This design comes from an exercise in tuning for small area, a short achievable clock period and few clock cycles per item on the open sky130 flow, not from production work.
Where RTL was checked, it was by simulation tests only, not by an equivalence proof against the original.

oak:
// sm3_core
module sm3_core (
    input  wire         clk,
    input  wire         rst,         
    input  wire         start_i,
    input  wire         first_i,
    input  wire [511:0] block_i,     
    output wire         ready_o,
    output reg          done_o,
    output wire [255:0] digest_o     
);
Size: about 1100 flip-flops, about 770 I/O pins, roughly 51000 sq um of cells after synthesis.
clock: 20.0 ns
lec_check: 0
abc_area: 1
cap_margin: 20
core_margin: 2
core_utilization: 40
place_density: 0.6
slew_margin: 20
standard.sh (not shown) runs the stock make flow with config.mk's settings and CLKGATE_MAP_FILE= SYNTH_SCRIPT=/design/flow/synth_recipe.tcl, a recipe that flattens the netlist after the stock synthesis.
==> flow/flow/run.sh <==
#!/bin/bash
# Layout flow: the standard ORFS flow (standard synthesis unchanged),
# with each input and output port buffered by a small buf_1 cell instead of
# the delay buffer the placer picks by default, and a clock tree without
# dummy balancing loads.
set -euo pipefail
cd "$(dirname "$0")/.."
bash standard.sh "BUFFER_PORTS_ARGS=-buffer_cell sky130_fd_sc_hd__buf_1" \
  "CTS_ARGS=-sink_clustering_enable -repair_clock_nets -dont_use_dummy_load -buf_list sky130_fd_sc_hd__clkbuf_4 -root_buf sky130_fd_sc_hd__clkbuf_16 -sink_clustering_size 10 -sink_clustering_max_diameter 40" \
  finish > flow_make.log 2>&1
Testbench counts of oak, summed over its fixed seeds: cycles 83,208, items 1,280.
## Diff of input files: pine against oak
==> flow/flow/run.sh <==
#!/bin/bash
# Layout flow: the standard ORFS flow (standard synthesis unchanged),
# with each input and output port buffered by a small buf_1 cell instead of
# the delay buffer the placer picks by default, and a clock tree without
# dummy balancing loads.
set -euo pipefail
cd "$(dirname "$0")/.."
bash standard.sh "BUFFER_PORTS_ARGS=-buffer_cell sky130_fd_sc_hd__buf_1" \
  "CTS_ARGS=-sink_clustering_enable -repair_clock_nets -dont_use_dummy_load -buf_list sky130_fd_sc_hd__clkbuf_8 -root_buf sky130_fd_sc_hd__clkbuf_16 -sink_clustering_size 16 -sink_clustering_max_diameter 50" \
  finish > flow_make.log 2>&1
==> comparison <==
Looking at arrival time at the worst endpoint, pine sits below oak. Between pine and oak, it is pine whose fraction of final layout cells with drive strength greater than 1 is lower, by 0.69 points. Summary of the comparison: number of filler instances in the final layout is lower in pine, relative to oak. Compared with oak, pine shows layout overhead on the synthesized area higher by 1.0 points. There was hardly any difference in global-route wire length before repair between pine and oak. Setup slack up 0.028 ns in pine wrt oak. Lower time the final worst path needs with I/O delays and setup among pine and oak: pine. The run showing the smaller antenna diode instance count is pine.
[inputs] birch vs pine
diff --git a/flow/flow/run.sh b/flow/flow/run.sh
--- a/flow/flow/run.sh
+++ b/flow/flow/run.sh
@@ -8,3 +8,3 @@
 bash standard.sh "BUFFER_PORTS_ARGS=-buffer_cell sky130_fd_sc_hd__buf_1" \
   "CTS_ARGS=-sink_clustering_enable -repair_clock_nets -dont_use_dummy_load -buf_list sky130_fd_sc_hd__clkbuf_8 -root_buf sky130_fd_sc_hd__clkbuf_16 -sink_clustering_size 16 -sink_clustering_max_diameter 50" \
-  finish > flow_make.log 2>&1
+  ABC_LOAD_IN_FF=15 finish > flow_make.log 2>&1
Notes after the runs:
- [diff] first-pass GRT wire length, birch relative to pine: improvement
- Between birch and pine, the via total after detailed routing does not differ in any meaningful way.
- Of the two candidates, pine has the worse placement-stage worst setup slack and birch the better one.
- Status: core occupancy in the finished layout parity (birch, pine)
--- input diff birch..maple ---
# birch
export LEC_CHECK = 0
export ABC_AREA = 1
export CAP_MARGIN = 20
export CORE_MARGIN = 2
export CORE_UTILIZATION = 40
export PLACE_DENSITY = 0.6
export SLEW_MARGIN = 20
create_clock -name core_clock -period 20.0 [get_ports {clk}]
# maple
export LEC_CHECK = 0
export ABC_AREA = 1
export CAP_MARGIN = 20
export CORE_MARGIN = 2
export CORE_UTILIZATION = 40
export GPL_TIMING_DRIVEN = 1
export PLACE_DENSITY = 0.6
export SLEW_MARGIN = 20
create_clock -name core_clock -period 20.0 [get_ports {clk}]
==> flow/flow/run.sh <==
#!/bin/bash
# Layout flow: the standard ORFS flow (standard synthesis unchanged),
# with each input and output port buffered by a small buf_1 cell instead of
# the delay buffer the placer picks by default, and a clock tree without
# dummy balancing loads.
set -euo pipefail
cd "$(dirname "$0")/.."
bash standard.sh "BUFFER_PORTS_ARGS=-buffer_cell sky130_fd_sc_hd__buf_1" \
  "CTS_ARGS=-sink_clustering_enable -repair_clock_nets -dont_use_dummy_load -sink_clustering_size 20 -sink_clustering_max_diameter 60" \
  finish > flow_make.log 2>&1
Findings:
Taking birch as the reference, in maple per-instance average area after synthesis neither gained nor lost much. Compared with birch, maple shows a higher final routed wire length divided by cell count. Summary of maple over birch: cell area saw an increase, proportion of cell area spent on the clock network now sits higher.
What cedar does differently from maple at the input level:
# maple
export LEC_CHECK = 0
export ABC_AREA = 1
export CAP_MARGIN = 20
export CORE_MARGIN = 2
export CORE_UTILIZATION = 40
export GPL_TIMING_DRIVEN = 1
export PLACE_DENSITY = 0.6
export SLEW_MARGIN = 20
create_clock -name core_clock -period 20.0 [get_ports {clk}]
# cedar
export LEC_CHECK = 0
export ABC_AREA = 1
export CAP_MARGIN = 20
export CORE_MARGIN = 2
export CORE_UTILIZATION = 40
export PLACE_DENSITY = 0.6
export SLEW_MARGIN = 20
create_clock -name core_clock -period 20.0 [get_ports {clk}]
Results
[compare] base=maple new=cedar: sequential share of layout area ~0 delta, number of cells in the finished layout apart from fillers was more or less identical, first-pass GRT wire length has remained practically unchanged, floorplan core area closely matched the old numbers.
As far as post-CTS setup-driven buffer insertion count goes, maple and cedar are indistinguishable; the numbers are identical.
Comparing cedar with maple, the total met3 wirelength after detailed routing came out essentially unchanged.
Summary of cedar over maple: total overflow reported by the global router barely changed; synthesized cell count barely changed; number of placed instances, taps included barely changed.

---

## 05-28
Another version of the RTL of sm3_core (not shown whole).
Size in the first run: about 770 I/O pins, ~0.048 sq mm of cells after synthesis.
export LEC_CHECK = 0
export ABC_AREA = 1
export CAP_MARGIN = 20
export CORE_MARGIN = 2
export CORE_UTILIZATION = 55
export PLACE_DENSITY = 0.7
export SLEW_MARGIN = 50
create_clock -name core_clock -period 20.0 [get_ports {clk}]
==> flow/flow/run.sh <==
#!/bin/bash
# Layout flow: the standard ORFS flow (standard synthesis unchanged),
# with each input and output port buffered by a small buf_1 cell instead of
# the delay buffer the placer picks by default, and a clock tree without
# dummy balancing loads.
set -euo pipefail
cd "$(dirname "$0")/.."
bash standard.sh "BUFFER_PORTS_ARGS=-buffer_cell sky130_fd_sc_hd__buf_1" \
  "CTS_ARGS=-sink_clustering_enable -repair_clock_nets -dont_use_dummy_load -buf_list sky130_fd_sc_hd__clkbuf_8 -root_buf sky130_fd_sc_hd__clkbuf_16 -sink_clustering_size 16 -sink_clustering_max_diameter 50" \
  finish > flow_make.log 2>&1
Testbench counts of 05-28, summed over its fixed seeds: cycles 83,208, items 1,280.
Here is what was changed in the inputs of 08-23 compared with 05-28.
- PLACE_DENSITY changed from 0.7 to 0.6
- CORE_UTILIZATION changed from 55 to 40
Results
- 08-23: full flow OK, the timing, DRC and antenna checks passed
- Per the comparison of 08-23 with 05-28, count of fill cells added during filler insertion higher; proportion of layout cells with a drive suffix above 1 higher.
- Required time at the endpoint of the critical path in 08-23 is 0.03 ns above 05-28.
- Delta (08-23 minus 05-28): final wirelength +13 mm; delay of the slowest cell on the worst path -0.09 ns.

---

== run 1 ==
sm3_core, a different RTL version from the one above (not shown whole).
Size in the first run: roughly 4,700 cells after synthesis, roughly 1,100 flip-flops, ~770 I/O pins, ~0.050 mm2 of cells after synthesis.
==> flow/config.mk <==
export PLATFORM = sky130hd
export DESIGN_NAME = sm3_core
export DESIGN_NICKNAME = sm3_core
export VERILOG_FILES = /design/flow/design.v
export SDC_FILE = /design/flow/constraint.sdc
export NUM_CORES = 4
export LEC_CHECK = 0
export CAP_MARGIN = 20
export CORE_MARGIN = 2
export CORE_UTILIZATION = 40
export PLACE_DENSITY = 0.6
export SLEW_MARGIN = 20
==> flow/constraint.sdc <==
create_clock -name core_clock -period 20.0 [get_ports {clk}]
set_input_delay 4.0000 -clock core_clock [delete_from_list [all_inputs] [get_ports {clk}]]
set_output_delay 4.0000 -clock core_clock [all_outputs]
set_load 0.01 [all_outputs]
==> flow/flow/run.sh <==
#!/bin/bash
# Layout flow: the standard ORFS flow (standard synthesis unchanged),
# with each input and output port buffered by a small buf_1 cell instead of
# the delay buffer the placer picks by default.
set -euo pipefail
cd "$(dirname "$0")/.."
bash standard.sh "BUFFER_PORTS_ARGS=-buffer_cell sky130_fd_sc_hd__buf_1" finish > flow_make.log 2>&1
Relative to run 1, the following input files were edited for run 2:
- putting ABC_AREA at 1 where nothing was set
==> flow/flow/run.sh <==
#!/bin/bash
# Layout flow: the standard ORFS flow (standard synthesis unchanged),
# with each input and output port buffered by a small buf_1 cell instead of
# the delay buffer the placer picks by default, and a clock tree without
# dummy balancing loads.
set -euo pipefail
cd "$(dirname "$0")/.."
bash standard.sh "BUFFER_PORTS_ARGS=-buffer_cell sky130_fd_sc_hd__buf_1" \
  "CTS_ARGS=-sink_clustering_enable -repair_clock_nets -dont_use_dummy_load -sink_clustering_size 20 -sink_clustering_max_diameter 60" \
  finish > flow_make.log 2>&1
### Flow results
- Delta(met2 usage in global routing, run 2 - run 1) > 0
- As of run 2, wire length had risen by more than 10% compared to run 1.
- Run 2 against run 1: area of combinational cells with multiple inputs fell by 1.5%; number of different library cells in the post-synthesis netlist fell by 22.
- Run 1 has lower total cell area at the placement stage than run 2.
- From run 1 to run 2 the numbers moved as follows: post-placement setup slack now sits higher.
- The higher cell area after technology mapping came out of run 2.
No functional check of the RTL was part of any run of this note.

---

Another version of the RTL of sm3_core (not shown whole).
Size in the first run: roughly 5400 cells after synthesis, about 1100 flip-flops, ~50000 um^2 of cells after synthesis.
==> flow/config.mk <==
export PLATFORM = sky130hd
export DESIGN_NAME = sm3_core
export DESIGN_NICKNAME = sm3_core
export VERILOG_FILES = /design/flow/design.v
export SDC_FILE = /design/flow/constraint.sdc
export NUM_CORES = 4
export LEC_CHECK = 0
export ABC_AREA = 1
export CAP_MARGIN = 20
export CORE_MARGIN = 2
export CORE_UTILIZATION = 55
export PLACE_DENSITY = 0.7
export SLEW_MARGIN = 50
==> flow/constraint.sdc <==
create_clock -name core_clock -period 20.0 [get_ports {clk}]
set_input_delay 4.0000 -clock core_clock [delete_from_list [all_inputs] [get_ports {clk}]]
set_output_delay 4.0000 -clock core_clock [all_outputs]
set_load 0.01 [all_outputs]
==> flow/flow/run.sh <==
#!/bin/bash
# Layout flow: the standard ORFS flow (standard synthesis unchanged),
# with each input and output port buffered by a small buf_1 cell instead of
# the delay buffer the placer picks by default, and a clock tree without
# dummy balancing loads.
set -euo pipefail
cd "$(dirname "$0")/.."
bash standard.sh "BUFFER_PORTS_ARGS=-buffer_cell sky130_fd_sc_hd__buf_1" \
  "CTS_ARGS=-sink_clustering_enable -repair_clock_nets -dont_use_dummy_load -buf_list sky130_fd_sc_hd__clkbuf_8 -root_buf sky130_fd_sc_hd__clkbuf_16 -sink_clustering_size 16 -sink_clustering_max_diameter 50" \
  finish > flow_make.log 2>&1
Testbench counts at the start, summed over its fixed seeds: cycles 83,208, items 1,280.
Change:
--- a/flow/config.mk
+++ b/flow/config.mk
@@ -9,5 +9,5 @@
 export CAP_MARGIN = 20
 export CORE_MARGIN = 2
-export CORE_UTILIZATION = 55
-export PLACE_DENSITY = 0.7
-export SLEW_MARGIN = 50
+export CORE_UTILIZATION = 40
+export PLACE_DENSITY = 0.6
+export SLEW_MARGIN = 20
Worst hold slack loses 0.0039 ns.
Worst setup slack gets worse by 0.075 ns.
Wire length goes up by a little under a tenth.
Clock skew goes down by 0.020 ns.
Final cell count increases by a few percent.
Non-clock buffer count drops by 3.
Flip-flop and latch count is unchanged.
Change:
--- a/flow/config.mk
+++ b/flow/config.mk
@@ -9,5 +9,5 @@
 export CAP_MARGIN = 20
 export CORE_MARGIN = 2
-export CORE_UTILIZATION = 40
-export PLACE_DENSITY = 0.6
+export CORE_UTILIZATION = 55
+export PLACE_DENSITY = 0.7
 export SLEW_MARGIN = 20
Core utilization went up by 16 points.
Register-to-register slack gains 0.09 ns.
Hold slack is better by 0.0077 ns.
Global-route usage grows by 8.7 points.

---

== job 1036 ==
The RTL this note starts from:
==> flow/design.v <==
module sm3_core (
    input  wire         clk,
    input  wire         rst,         
    input  wire         start_i,
    input  wire         first_i,
    input  wire [511:0] block_i,     
    output wire         ready_o,
    output reg          done_o,
    output wire [255:0] digest_o     
);
    localparam integer NR = 1;               
    localparam integer NC = 64 / NR;         
    localparam integer CW = (NC > 32) ? 6 : (NC > 16) ? 5 : (NC > 8) ? 4 : 3;
    localparam [255:0] IV = {32'h7380166F, 32'h4914B2B9, 32'h172442D7, 32'hDA8A0600,
                             32'hA96F30BC, 32'h163138AA, 32'hE38DEE4D, 32'hB0FB0E4E};
    localparam [31:0]  T0 = 32'h79CC4519;
    localparam [31:0]  T1 = 32'h7A879D8A;
    function [31:0] p0;
        input [31:0] x;
        begin
            p0 = x ^ {x[22:0], x[31:23]} ^ {x[14:0], x[31:15]};
        end
    endfunction
    function [31:0] p1;
        input [31:0] x;
        begin
            p1 = x ^ {x[16:0], x[31:17]} ^ {x[8:0], x[31:9]};
        end
    endfunction
    function [31:0] add32;
        input [31:0] x, y;
        reg   [31:0] g, p;
        integer i, d;
        begin
            g = x & y;
            p = x ^ y;
            for (d = 1; d < 32; d = d * 2)
                for (i = 0; i < 32; i = i + 1)
                    if (i & d) begin
                        g[i] = g[i] | (p[i] & g[(i & ~(d - 1)) - 1]);
                        p[i] = p[i] & p[(i & ~(d - 1)) - 1];
                    end
            add32 = x ^ y ^ {g[30:0], 1'b0};
        end
    endfunction
    function [31:0] ktab;
        input [5:0] j;
        reg   [63:0] t2;
        begin
            t2   = (j < 6'd16) ? {T0, T0} : {T1, T1};
            t2   = t2 << j[4:0];
            ktab = t2[63:32];
        end
    endfunction
    reg              busy_q;                 
    reg  [CW-1:0]    cnt_q;                  
    reg              cv_q;                   
    reg              vf_q;                   
    reg  [255:0]     v_q;                    
    reg  [255:0]     s_q;                    
    reg  [511:0]     w_q;                    
    reg  [32*NR-1:0] k_q;                    
    wire [31:0] wv [0:15+NR];                
    genvar gi;
    generate
        for (gi = 0; gi < 16; gi = gi + 1) begin : g_wv
            assign wv[gi] = w_q[511-32*gi -: 32];
        end
        for (gi = 16; gi < 16 + NR; gi = gi + 1) begin : g_wx
            assign wv[gi] = p1(wv[gi-16] ^ wv[gi-9] ^ {wv[gi-3][16:0], wv[gi-3][31:17]})
                            ^ {wv[gi-13][24:0], wv[gi-13][31:25]} ^ wv[gi-6];
        end
    endgenerate
    wire [31:0] ra [0:NR], rb [0:NR], rc [0:NR], rd [0:NR];
    wire [31:0] re [0:NR], rf [0:NR], rg [0:NR], rh [0:NR];
    assign {ra[0], rb[0], rc[0], rd[0], re[0], rf[0], rg[0], rh[0]} = s_q;
    generate
        for (gi = 0; gi < NR; gi = gi + 1) begin : g_rnd
            wire [5:0]  j     = NR * cnt_q + gi;    
            wire        early = (j < 6'd16);
            wire [31:0] a12   = {ra[gi][19:0], ra[gi][31:20]};
            wire [31:0] kj    = k_q[32*NR-1-32*gi -: 32];
            wire [31:0] s0s   = a12 ^ re[gi] ^ kj;
            wire [31:0] s0c   = (a12 & re[gi]) | (a12 & kj) | (re[gi] & kj);
            wire [31:0] sst   = add32(s0s, {s0c[30:0], 1'b0});
            wire [31:0] ss1   = {sst[24:0], sst[31:25]};
            wire [31:0] ss2   = ss1 ^ a12;
            wire [31:0] ff    = early ? (ra[gi] ^ rb[gi] ^ rc[gi])
                                      : ((ra[gi] & rb[gi]) | (ra[gi] & rc[gi]) | (rb[gi] & rc[gi]));
            wire [31:0] gg    = early ? (re[gi] ^ rf[gi] ^ rg[gi])
                                      : ((re[gi] & rf[gi]) | (~re[gi] & rg[gi]));
            wire [31:0] wp    = wv[gi] ^ wv[gi+4];
            wire [31:0] t1s   = ff ^ rd[gi] ^ wp;
            wire [31:0] t1c   = {((ff & rd[gi]) | (ff & wp) | (rd[gi] & wp)), 1'b0};
            wire [31:0] u1s   = t1s ^ t1c ^ ss2;
            wire [31:0] u1c   = {((t1s & t1c) | (t1s & ss2) | (t1c & ss2)), 1'b0};
            wire [31:0] tt1   = add32(u1s, u1c);
            wire [31:0] t2s   = gg ^ rh[gi] ^ wv[gi];
            wire [31:0] t2c   = {((gg & rh[gi]) | (gg & wv[gi]) | (rh[gi] & wv[gi])), 1'b0};
            wire [31:0] u2s   = t2s ^ t2c ^ ss1;
            wire [31:0] u2c   = {((t2s & t2c) | (t2s & ss1) | (t2c & ss1)), 1'b0};
            wire [31:0] tt2   = add32(u2s, u2c);
            assign ra[gi+1] = tt1;
            assign rb[gi+1] = ra[gi];
            assign rc[gi+1] = {rb[gi][22:0], rb[gi][31:23]};
            assign rd[gi+1] = rc[gi];
            assign re[gi+1] = p0(tt2);
            assign rf[gi+1] = re[gi];
            assign rg[gi+1] = {rf[gi][12:0], rf[gi][31:13]};
            assign rh[gi+1] = rg[gi];
        end
    endgenerate
    wire [255:0] s_next = {ra[NR], rb[NR], rc[NR], rd[NR], re[NR], rf[NR], rg[NR], rh[NR]};
    wire [511:0] w_next;
    generate
        if (NR < 16) begin : g_wsh
            assign w_next[511:32*NR] = w_q[511-32*NR:0];
        end
        for (gi = 0; gi < NR; gi = gi + 1) begin : g_wn
            assign w_next[32*NR-1-32*gi -: 32] = wv[16+gi];
        end
    endgenerate
    wire [5:0]       j_next = busy_q ? NR * (cnt_q + 1'b1) : 6'd0;
    wire [32*NR-1:0] k_next;
    generate
        for (gi = 0; gi < NR; gi = gi + 1) begin : g_kn
            assign k_next[32*NR-1-32*gi -: 32] = ktab(j_next + gi);
        end
    endgenerate
    wire         last   = busy_q & (cnt_q == NC - 1);
    wire         acc    = start_i & ~busy_q;
    wire         sel_iv = first_i | ~cv_q;           
    wire [255:0] v_in   = sel_iv ? IV : v_q;
    wire [255:0] v_use  = vf_q ? IV : v_q;
    assign ready_o  = ~busy_q;
    assign digest_o = v_q;
    always @(posedge clk) begin
        if (busy_q) begin
            s_q <= s_next;
            w_q <= w_next;
        end else begin
            s_q <= v_in;
            w_q <= block_i;
        end
        if (last)
            v_q <= v_use ^ s_next;
        k_q <= k_next;
        if (rst) begin
            busy_q <= 1'b0;
            cnt_q  <= {CW{1'b0}};
            cv_q   <= 1'b0;
            done_o <= 1'b0;
        end else begin
            done_o <= last;
            if (busy_q)
                cnt_q <= cnt_q + 1'b1;
            if (acc) begin
                busy_q <= 1'b1;
                cv_q   <= 1'b1;
                vf_q   <= sel_iv;
            end else if (last) begin
                busy_q <= 1'b0;
            end
        end
    end
endmodule
clock: 20.0 ns
lec_check: 0
cap_margin: 20
core_margin: 2
core_utilization: 40
place_density: 0.6
slew_margin: 20
==> flow/flow/run.sh <==
#!/bin/bash
# Layout flow: the standard ORFS flow (standard synthesis unchanged),
# with each input and output port buffered by a small buf_1 cell instead of
# the delay buffer the placer picks by default.
set -euo pipefail
cd "$(dirname "$0")/.."
bash standard.sh "BUFFER_PORTS_ARGS=-buffer_cell sky130_fd_sc_hd__buf_1" finish > flow_make.log 2>&1
Testbench counts of job 1036, summed over its fixed seeds: cycles 83,208, items 1,280.
Modified inputs, job 1528 compared to job 1036
- CTS_BUF_LIST now sky130_fd_sc_hd__clkbuf_8, previously not set
- CTS_CLUSTER_SIZE now 24, previously not set
## What came out
- Job 1528: global-route wire length before repair 0.59% above job 1036
- The clock transition at the register clock pins on the worst setup and hold paths after CTS was comparable across job 1528 and job 1036.
- Between job 1528 and job 1036, the area added between synthesis and finish is higher for job 1036.
- The utilization of job 1036 and that of job 1528 are within noise of each other.
- Against job 1036 as the reference, job 1528 delivers a higher met3 demand-to-capacity share in global routing.
- Number of nets in the layout ended up 1.2% higher on job 1528 than on job 1036.
- Compare job 1528 and job 1036 | smallest setup slack after layout lower: job 1528
- Job 1036 has lower insertion delay of the later-clocked pin in the worst-skew pair than job 1528.
Relative to job 1528, the following input files were edited for job 8413:
- swapping 20 for 70 in CAP_MARGIN
- swapping 20 for 70 in SLEW_MARGIN
- clearing CTS_BUF_LIST, which used to be sky130_fd_sc_hd__clkbuf_8
- clearing CTS_CLUSTER_SIZE, which used to be 24
==> flow/run.sh (new file) <==
#!/bin/bash
# synth_recipe.tcl (not shown) runs the flow's synth.tcl, then flattens the netlist and writes it again
# the make line also repeats each setting of config.mk as NAME=value (left out here)
make -C /OpenROAD-flow-scripts/flow DESIGN_CONFIG=/design/flow/config.mk WORK_HOME=/design/flow/orfs CLKGATE_MAP_FILE= SYNTH_SCRIPT=/design/flow/synth_recipe.tcl finish
removed: flow/flow/run.sh
removed: flow/standard.sh
Notes after the runs:
- Job 8413 vs. job 1528: placed instance count went up, total non-filler cell area in the finished layout went up.
- Total routed wire length on the met1 layer went down slightly going from job 1528 to job 8413.
- In the metrics for job 1528 and job 8413, the one carrying the lower wire length is job 1528.
- Looking at first element of the critical path, the busy_q$_SDFFE_PP0P_ result is from job 1528; the s_q[99]$_DFF_P_ one comes from job 8413.

[afterwards: timing with drivers on the ports]
Ports are ideal in the flow. The routed layouts listed here were re-timed in OpenROAD. Step 1: set_driving_cell puts a clkbuf_16 on clk and a buf_2 on each other input, an assumption about the parent block. Step 2, shift: input delay + t, output delay - t, t = (earliest + latest rising clock arrival at the registers) / 2. This alone moves slack from input paths to output paths. a / b / c = no drivers / after step 1 / after step 2; a / b = the first two.
run | t, ns | setup slack, ns | worst hold slack (ns) | worst register clock-pin slew, ns | worst slew at a driven data input, ns
oak | 0.866 | 13.337 / 13.337 / 13.264 | 0.374 / 0.374 / 0.374 | 0.12 / 0.12 | 0.15
pine | 0.802 | 13.365 / 13.365 / 13.266 | 0.388 / 0.388 / 0.388 | 0.10 / 0.10 | 0.15
birch | 0.758 | 13.363 / 13.363 / 13.317 | 0.416 / 0.416 / 0.416 | 0.11 / 0.11 | 0.18
maple | 0.794 | 13.388 / 13.388 / 13.254 | 0.420 / 0.420 / 0.420 | 0.08 / 0.08 | 0.16
cedar | 0.794 | 13.388 / 13.388 / 13.254 | 0.420 / 0.420 / 0.420 | 0.08 / 0.08 | 0.16
05-28 | 0.705 | 13.635 / 13.635 / 13.525 | 0.354 / 0.354 / 0.354 | 0.10 / 0.10 | 0.15
08-23 | 0.731 | 13.853 / 13.853 / 13.844 | 0.345 / 0.345 / 0.345 | 0.10 / 0.10 | 0.18
run 1 | 0.816 | 12.448 / 12.448 / 12.448 | 0.448 / 0.448 / 0.448 | 0.07 / 0.07 | 0.18
run 2 | 0.785 | 13.433 / 13.433 / 13.033 | 0.430 / 0.430 / 0.430 | 0.08 / 0.08 | 0.29
the first run of note 4 | 0.706 | 13.609 / 13.609 / 13.609 | 0.364 / 0.364 / 0.364 | 0.10 / 0.10 | 0.19
the second run of note 4 | 0.766 | 13.534 / 13.534 / 13.534 | 0.360 / 0.360 / 0.360 | 0.10 / 0.10 | 0.12
the third run of note 4 | 0.722 | 13.623 / 13.623 / 13.582 | 0.368 / 0.368 / 0.368 | 0.10 / 0.10 | 0.18
job 1036 | 0.814 | 12.863 / 12.787 / 12.878 | 0.431 / 0.431 / 0.431 | 0.07 / 0.07 | 0.18
job 1528 | 0.952 | 12.749 / 12.678 / 12.799 | 0.446 / 0.446 / 0.446 | 0.07 / 0.07 | 0.16
job 8413 | 0.806 | 12.991 / 12.991 / 12.991 | 0.444 / 0.444 / 0.444 | 0.07 / 0.07 | 0.15
After both steps every run listed still meets setup and hold. For run 2, which loses most, drivers alone change the setup slack by 0.000 ns; drivers and shift together by -0.400 ns.
